Source: an optimization exercise on an open RTL-to-GDS flow (aim: small area and few clock cycles). Production flows keep margins and buffers that such runs may drop.
The RTL was checked by simulation tests, not by an equivalence proof against the original design.
Power and IR drop assume default switching activity.

Setup of north:
==> flow/design.v <==
module slmp_record (
    input  wire        clk,
    input  wire        rst,
    input  wire        cmd_valid,
    output wire        cmd_ready,
    input  wire [7:0]  cmd_op,
    input  wire [15:0] cmd_n,
    input  wire        in_valid,
    output wire        in_ready,
    input  wire [23:0] in_data,
    output wire        out_valid,
    input  wire        out_ready,
    output wire [5:0]  out_field,
    output wire [2:0]  out_kind,
    output wire [31:0] out_data,
    output reg         done,
    output reg  [3:0]  st_err,
    output reg  [3:0]  st_sub,
    output reg  [15:0] olen,
    output reg  [15:0] res
);
    localparam [7:0] OP_LAYOUT = 8'h60;
    localparam [7:0] OP_SIZEOF = 8'h61;
    localparam [7:0] OP_DEC    = 8'h62;
    localparam [2:0] C_OK      = 3'd0;
    localparam [2:0] C_UNSUP   = 3'd1;   
    localparam [2:0] C_MISSING = 3'd2;   
    localparam [2:0] C_WCOUNT  = 3'd3;   
    localparam [2:0] C_NOLAY   = 3'd4;   
    localparam [2:0] C_ILLEGAL = 3'd5;   
    localparam [2:0] C_FLIMIT  = 3'd6;   
    localparam [2:0] C_LSIZE   = 3'd7;   
    localparam [1:0] ST_IDLE   = 2'd0;
    localparam [1:0] ST_LAYOUT = 2'd1;
    localparam [1:0] ST_DEC    = 2'd2;
    reg [1:0]  state;
    reg        done_q;
    reg [2:0]  code;
    reg        olen_f;        
    reg [15:0] res_q;
    reg [14:0] ring [0:63];
    reg [3:0]  s_v;           
    reg [5:0]  s_i [0:3];
    reg [3:0]  s_h;
    reg [5:0]  p0;            
    reg [7:0]  np_lo, np_hi;  
    reg        lt_valid;
    reg [5:0]  lt_last;       
    reg [15:0] lt_size;       
    reg [5:0]  fi;            
    reg [15:0] rem;           
    reg        last;          
    reg        h;             
    reg [2:0]  kind;          
    reg        lastf;         
    reg [15:0] bw;            
    reg        bv;            
    reg [7:0]  hb;            
    reg [1:0]  l_err;         
    reg        big;           
    wire in_lay = (state == ST_LAYOUT);
    wire in_dec = (state == ST_DEC);
    wire [15:0] word = in_data[15:0];
    wire k_b   = (kind == 3'd1);
    wire k_i16 = (kind == 3'd2);
    wire k_u16 = (kind == 3'd3);
    wire k_32  = (kind[2:1] == 2'b10);
    wire k_s   = (kind == 3'd6);
    wire [15:0] cw  = bv ? bw : word;
    wire        cwv = bv || in_valid;
    wire        s_hi = k_s && h && !last;    
    reg dv, dr;         
    always @(*) begin
        if (s_hi) begin
            dv = 1'b1;            dr = !bv;
        end else if (k_32) begin
            dv = bv && in_valid;  dr = !bv || out_ready;
        end else begin
            dv = cwv;             dr = !bv || out_ready;
        end
    end
    wire in_move  = in_valid && in_ready;
    wire out_move = out_valid && out_ready;
    wire c_move   = in_dec && out_move;                  
    wire f_end    = in_dec && (k_s ? (last && out_move) : out_move);
    wire d_done   = f_end && lastf;
    wire bypass   = !bv && out_move && !s_hi && !k_32;
    wire wslot0 = np_lo[0] && np_hi[0];
    assign out_valid = in_dec && dv;
    assign in_ready  = in_lay ? (big || wslot0) : (in_dec && dr);
    assign cmd_ready = (state == ST_IDLE) || d_done;
    assign out_field = fi;
    assign out_kind  = kind;
    assign out_data[31:16] = k_32 ? word : (k_i16 ? {16{cw[15]}} : 16'd0);
    assign out_data[15:8]  = (k_32 || k_i16 || k_u16) ? cw[15:8] : 8'd0;
    assign out_data[7:1]   = (k_s && h) ? hb[7:1] : (k_b ? 7'd0 : cw[7:1]);
    assign out_data[0]     = (k_s && h) ? hb[0] : (k_b ? (cw != 16'd0) : cw[0]);
    wire        nx_more = in_dec && !lastf;
    wire [5:0]  nx_f    = nx_more ? fi + 6'd1 : 6'd0;
    reg  [14:0] raw, grp;
    integer g, j;
    always @(*) begin
        raw = 15'd0;
        for (g = 0; g < 8; g = g + 1) begin
            grp = 15'd0;
            for (j = 0; j < 8; j = j + 1)
                grp = grp | (ring[8 * g + j] & {15{np_lo[j]}});
            raw = raw | (grp & {15{np_hi[g]}});
        end
    end
    wire [3:0]  esc_m   = s_v & {s_i[3] == nx_f, s_i[2] == nx_f,
                                 s_i[1] == nx_f, s_i[0] == nx_f};
    wire        esc     = |esc_m;
    wire        r_n     = &raw[14:3];
    wire        nx_s    = esc || !r_n;
    wire [15:0] nx_clen = {|(esc_m & s_h), raw};
    wire [2:0]  nx_kind = nx_s ? 3'd6 : raw[2:0];
    always @(*) begin
        done = done_q || d_done;
        olen = {9'd0, (d_done || olen_f) ? ({1'b0, lt_last} + 7'd1) : 7'd0};
        res  = res_q;
        if (d_done) begin
            st_err = 4'd0; st_sub = 4'd0;
        end else begin
            case (code)
                C_UNSUP:   begin st_err = 4'd7;  st_sub = 4'd0; end
                C_MISSING: begin st_err = 4'd8;  st_sub = 4'd0; end
                C_WCOUNT:  begin st_err = 4'd11; st_sub = 4'd3; end
                C_NOLAY:   begin st_err = 4'd11; st_sub = 4'd7; end
                C_ILLEGAL: begin st_err = 4'd12; st_sub = 4'd0; end
                C_FLIMIT:  begin st_err = 4'd13; st_sub = 4'd4; end
                C_LSIZE:   begin st_err = 4'd13; st_sub = 4'd5; end
                default:   begin st_err = 4'd0;  st_sub = 4'd0; end
            endcase
        end
    end
    wire [7:0]  d_kind = in_data[7:0];
    wire [15:0] d_clen = in_data[23:8];
    wire        d_str  = (d_kind == 8'd6);
    wire [15:0] d_add  = d_str ? {1'b0, d_clen[15:1]} :
                         ((d_kind == 8'd4 || d_kind == 8'd5) ? 16'd1 : 16'd0);
    wire [17:0] size_sum  = {1'b0, lt_size, 1'b1} + {1'b0, d_add, 1'b1};
    wire [16:0] size_next = size_sum[17:1];
    wire [1:0]  d_err = (d_kind == 8'd0 || d_kind > 8'd6) ? 2'd1 :
                        (d_str && d_clen == 16'd0) ? 2'd2 :
                        size_next[16] ? 2'd3 : 2'd0;
    wire [1:0]  l_err_next = (l_err != 2'd0) ? l_err : d_err;
    wire ring_wr = in_lay && wslot0;
    integer i;
    always @(posedge clk) begin
        for (i = 0; i < 63; i = i + 1)
            ring[i] <= ring[i + 1];
        ring[63] <= !ring_wr ? ring[0] : d_str ? d_clen[14:0] : {12'hfff, d_kind[2:0]};
    end
    wire [15:0] rem_dec = rem - 16'd1;
    wire [5:0] p0_r    = p0 - 6'd1;
    wire [7:0] p0_lo_r = 8'd1 << p0_r[2:0];
    wire [7:0] p0_hi_r = 8'd1 << p0_r[5:3];
    wire [7:0] np_lo_r = {np_lo[0], np_lo[7:1]};
    wire [7:0] np_hi_r = np_lo[0] ? {np_hi[0], np_hi[7:1]} : np_hi;
    wire       dec_go  = cmd_valid && cmd_ready && (cmd_op == OP_DEC) &&
                         lt_valid && (cmd_n == lt_size) && (lt_size != 16'd0);
    wire       start   = (f_end && !lastf) || dec_go;
    always @(posedge clk) begin
        p0 <= p0_r;
        if (in_lay && in_move && last) begin
            np_lo <= p0_lo_r;
            np_hi <= p0_hi_r;
        end else if (in_lay && in_move) begin
            np_lo <= np_lo;
            np_hi <= np_hi;
        end else if (start) begin
            np_lo <= (nx_f == lt_last) ? p0_lo_r : np_lo;
            np_hi <= (nx_f == lt_last) ? p0_hi_r : np_hi;
        end else begin
            np_lo <= np_lo_r;
            np_hi <= np_hi_r;
        end
        if (rst) begin
            state    <= ST_IDLE;
            done_q   <= 1'b0;
            code     <= C_OK;
            olen_f   <= 1'b0;
            res_q    <= 16'd0;
            lt_valid <= 1'b0;
        end else begin
            done_q <= 1'b0;
            if (in_lay && in_move) begin
                rem     <= rem_dec;
                last    <= (rem == 16'd2);
                fi      <= fi + 6'd1;
                lt_size <= size_next[15:0];
                l_err   <= l_err_next;
                if (d_str && (d_clen[15] || (&d_clen[14:3]))) begin
                    if (!s_v[0]) begin
                        s_v[0] <= 1'b1; s_i[0] <= fi; s_h[0] <= d_clen[15];
                    end else if (!s_v[1]) begin
                        s_v[1] <= 1'b1; s_i[1] <= fi; s_h[1] <= d_clen[15];
                    end else if (!s_v[2]) begin
                        s_v[2] <= 1'b1; s_i[2] <= fi; s_h[2] <= d_clen[15];
                    end else begin
                        s_v[3] <= 1'b1; s_i[3] <= fi; s_h[3] <= d_clen[15];
                    end
                end
                if (last) begin
                    lt_last <= fi;
                    state  <= ST_IDLE;
                    done_q <= 1'b1;
                    olen_f <= 1'b0;
                    if (big)
                        code <= C_FLIMIT;
                    else begin
                        case (l_err_next)
                            2'd1: code <= C_UNSUP;
                            2'd2: code <= C_MISSING;
                            2'd3: code <= C_LSIZE;
                            default: code <= C_OK;
                        endcase
                        lt_valid <= (l_err_next == 2'd0);
                    end
                end
            end
            if (in_dec) begin
                if (k_32 && bv) begin
                    if (out_move)
                        bv <= 1'b0;
                end else if (in_move && !bypass) begin
                    bw <= word;
                    bv <= 1'b1;
                end else if (bv && out_move && !s_hi)
                    bv <= 1'b0;
                if (k_s && c_move) begin
                    if (!h)
                        hb <= cw[15:8];
                    h    <= !h;
                    rem  <= rem_dec;
                    last <= (rem == 16'd2);
                end
                if (d_done) begin
                    state  <= ST_IDLE;
                    code   <= C_OK;
                    olen_f <= 1'b1;
                end
            end
            if (start) begin
                fi    <= nx_f;
                kind  <= nx_kind;
                rem   <= nx_clen;
                last  <= (nx_clen == 16'd1);
                lastf <= (nx_f == lt_last);
                h     <= 1'b0;
            end
            if (cmd_valid && cmd_ready) begin
                case (cmd_op)
                    OP_LAYOUT: begin
                        lt_valid <= 1'b0;
                        lt_size  <= 16'd0;
                        big      <= (cmd_n > 16'd64);
                        rem      <= cmd_n;
                        last     <= (cmd_n == 16'd1);
                        fi       <= 6'd0;
                        p0       <= 6'd0;
                        np_lo    <= 8'd1;
                        np_hi    <= 8'd1;
                        l_err    <= 2'd0;
                        s_v      <= 4'd0;
                        if (cmd_n == 16'd0) begin
                            state    <= ST_IDLE;
                            done_q   <= 1'b1;
                            code     <= C_OK;
                            olen_f   <= 1'b0;
                            lt_valid <= 1'b1;
                        end else
                            state <= ST_LAYOUT;
                    end
                    OP_SIZEOF: begin
                        state  <= ST_IDLE;
                        done_q <= 1'b1;
                        olen_f <= 1'b0;
                        if (lt_valid) begin
                            code  <= C_OK;
                            res_q <= lt_size;
                        end else
                            code <= C_NOLAY;
                    end
                    OP_DEC: begin
                        if (!dec_go) begin
                            state  <= ST_IDLE;
                            done_q <= 1'b1;
                            olen_f <= 1'b0;
                            code   <= !lt_valid ? C_NOLAY :
                                      (cmd_n != lt_size) ? C_WCOUNT : C_OK;
                        end else
                            state <= ST_DEC;
                        bv <= 1'b0;
                    end
                    default: begin
                        state  <= ST_IDLE;
                        done_q <= 1'b1;
                        olen_f <= 1'b0;
                        code   <= C_ILLEGAL;
                    end
                endcase
            end
        end
    end
endmodule
make LEC_CHECK=0 CAP_MARGIN=0 CORE_MARGIN=2 CORE_UTILIZATION=65 CTS_BUF_LIST=sky130_fd_sc_hd__clkbuf_16 CTS_CLUSTER_DIAMETER=90 CTS_CLUSTER_SIZE=30 SLEW_MARGIN=0 finish   # period 6.0 ns
run.sh (not shown) runs the stock make flow with config.mk's settings and CLKGATE_MAP_FILE= SYNTH_SCRIPT=/design/flow/synth_recipe.tcl, a recipe that flattens the netlist after the stock synthesis.
Testbench counts of north, summed over its fixed seeds: cycles 21,097.
For south, these inputs were changed with respect to north:
diff --git a/flow/design.v b/flow/design.v
--- a/flow/design.v
+++ b/flow/design.v
@@ -38,10 +38,10 @@
     reg [2:0]  code;
     reg        olen_f;        
     reg [15:0] res_q;
-    reg [14:0] ring [0:63];
-    reg [3:0]  s_v;           
-    reg [5:0]  s_i [0:3];
-    reg [3:0]  s_h;
+    reg [15:0] ring [0:63];
+    reg        sa_v, sb_v;    
+    reg [5:0]  sa_i, sb_i;
+    reg [1:0]  sa_l, sb_l;
     reg [5:0]  p0;            
     reg [7:0]  np_lo, np_hi;  
     reg        lt_valid;
@@ -97,24 +97,25 @@
     assign out_data[0]     = (k_s && h) ? hb[0] : (k_b ? (cw != 16'd0) : cw[0]);
     wire        nx_more = in_dec && !lastf;
     wire [5:0]  nx_f    = nx_more ? fi + 6'd1 : 6'd0;
-    reg  [14:0] raw, grp;
+    reg  [15:0] raw, grp;
     integer g, j;
     always @(*) begin
-        raw = 15'd0;
+        raw = 16'd0;
         for (g = 0; g < 8; g = g + 1) begin
-            grp = 15'd0;
+            grp = 16'd0;
             for (j = 0; j < 8; j = j + 1)
-                grp = grp | (ring[8 * g + j] & {15{np_lo[j]}});
-            raw = raw | (grp & {15{np_hi[g]}});
+                grp = grp | (ring[8 * g + j] & {16{np_lo[j]}});
+            raw = raw | (grp & {16{np_hi[g]}});
         end
     end
-    wire [3:0]  esc_m   = s_v & {s_i[3] == nx_f, s_i[2] == nx_f,
-                                 s_i[1] == nx_f, s_i[0] == nx_f};
-    wire        esc     = |esc_m;
-    wire        r_n     = &raw[14:3];
-    wire        nx_s    = esc || !r_n;
-    wire [15:0] nx_clen = {|(esc_m & s_h), raw};
-    wire [2:0]  nx_kind = nx_s ? 3'd6 : raw[2:0];
+    wire        esc_a   = sa_v && (sa_i == nx_f);
+    wire        esc_b   = sb_v && (sb_i == nx_f);
+    wire        esc     = esc_a || esc_b;
+    wire        r_b     = (raw == 16'd0);
+    wire        r_n     = &raw[15:2];
+    wire        nx_s    = esc || !(r_b || r_n);
+    wire [15:0] nx_clen = esc ? {14'h3fff, esc_a ? sa_l : sb_l} : raw;
+    wire [2:0]  nx_kind = nx_s ? 3'd6 : r_b ? 3'd1 : {raw[1], !raw[1], raw[0]};
     always @(*) begin
         done = done_q || d_done;
         olen = {9'd0, (d_done || olen_f) ? ({1'b0, lt_last} + 7'd1) : 7'd0};
@@ -150,7 +151,8 @@
     always @(posedge clk) begin
         for (i = 0; i < 63; i = i + 1)
             ring[i] <= ring[i + 1];
-        ring[63] <= !ring_wr ? ring[0] : d_str ? d_clen[14:0] : {12'hfff, d_kind[2:0]};
+        ring[63] <= !ring_wr ? ring[0] : d_str ? d_clen :
+                    (d_kind[2:0] == 3'd1) ? 16'd0 : {14'h3fff, d_kind[1:0] - 2'd2};
     end
     wire [15:0] rem_dec = rem - 16'd1;
     wire [5:0] p0_r    = p0 - 6'd1;
@@ -191,15 +193,11 @@
                 fi      <= fi + 6'd1;
                 lt_size <= size_next[15:0];
                 l_err   <= l_err_next;
-                if (d_str && (d_clen[15] || (&d_clen[14:3]))) begin
-                    if (!s_v[0]) begin
-                        s_v[0] <= 1'b1; s_i[0] <= fi; s_h[0] <= d_clen[15];
-                    end else if (!s_v[1]) begin
-                        s_v[1] <= 1'b1; s_i[1] <= fi; s_h[1] <= d_clen[15];
-                    end else if (!s_v[2]) begin
-                        s_v[2] <= 1'b1; s_i[2] <= fi; s_h[2] <= d_clen[15];
+                if (d_str && (&d_clen[15:2])) begin
+                    if (!sa_v) begin
+                        sa_v <= 1'b1; sa_i <= fi; sa_l <= d_clen[1:0];
                     end else begin
-                        s_v[3] <= 1'b1; s_i[3] <= fi; s_h[3] <= d_clen[15];
+                        sb_v <= 1'b1; sb_i <= fi; sb_l <= d_clen[1:0];
                     end
                 end
                 if (last) begin
@@ -263,7 +261,8 @@
                         np_lo    <= 8'd1;
                         np_hi    <= 8'd1;
                         l_err    <= 2'd0;
-                        s_v      <= 4'd0;
+                        sa_v     <= 1'b0;
+                        sb_v     <= 1'b0;
                         if (cmd_n == 16'd0) begin
                             state    <= ST_IDLE;
                             done_q   <= 1'b1;
--- outcome ---
From north to south the numbers moved as follows: part of the total power dissipated in the clock network moved down, power now larger, fraction of the cycle the final worst path needs went down, count of fill cells added during filler insertion saw an increase. For the post-synthesis simple-gate area fraction, south came in 0.18 points higher than north did. Against north, south reports a aggregate global-route resource usage that is lower.
Testbench counts of south, summed over its fixed seeds: cycles 21,097.

==> port drivers added, routing unchanged <==
In the flow no input, the clock included, has a driving cell. The finished layouts below were timed again as built, in two steps. Step 1, drivers: a clkbuf_16 drives clk and a buf_2 each remaining input, both assumed. Step 2 adds t to the input delays and takes it off the output delays; t is the mean of the earliest and latest rising clock arrival at the registers after step 1. Input paths then give back, and output paths get back, about the clock's delay inside the block. a / b / c = ideal ports / drivers / drivers and shift; a / b = the first two.
run	shift t [ns]	setup WS [ns]	worst hold slack (ns)	latest minus earliest clock arrival (ns)	worst register clock-pin slew, ns
north	0.678	0.687 / 0.633 / 0.376	0.344 / 0.344 / 0.344	0.030 / 0.031	0.12 / 0.12
south	0.681	1.169 / 1.133 / 0.756	0.348 / 0.348 / 0.348	0.031 / 0.030	0.11 / 0.11
After both steps every run listed still meets setup and hold. The setup slack of south, which loses most, moves by -0.036 ns with the drivers and by -0.413 ns with both steps.
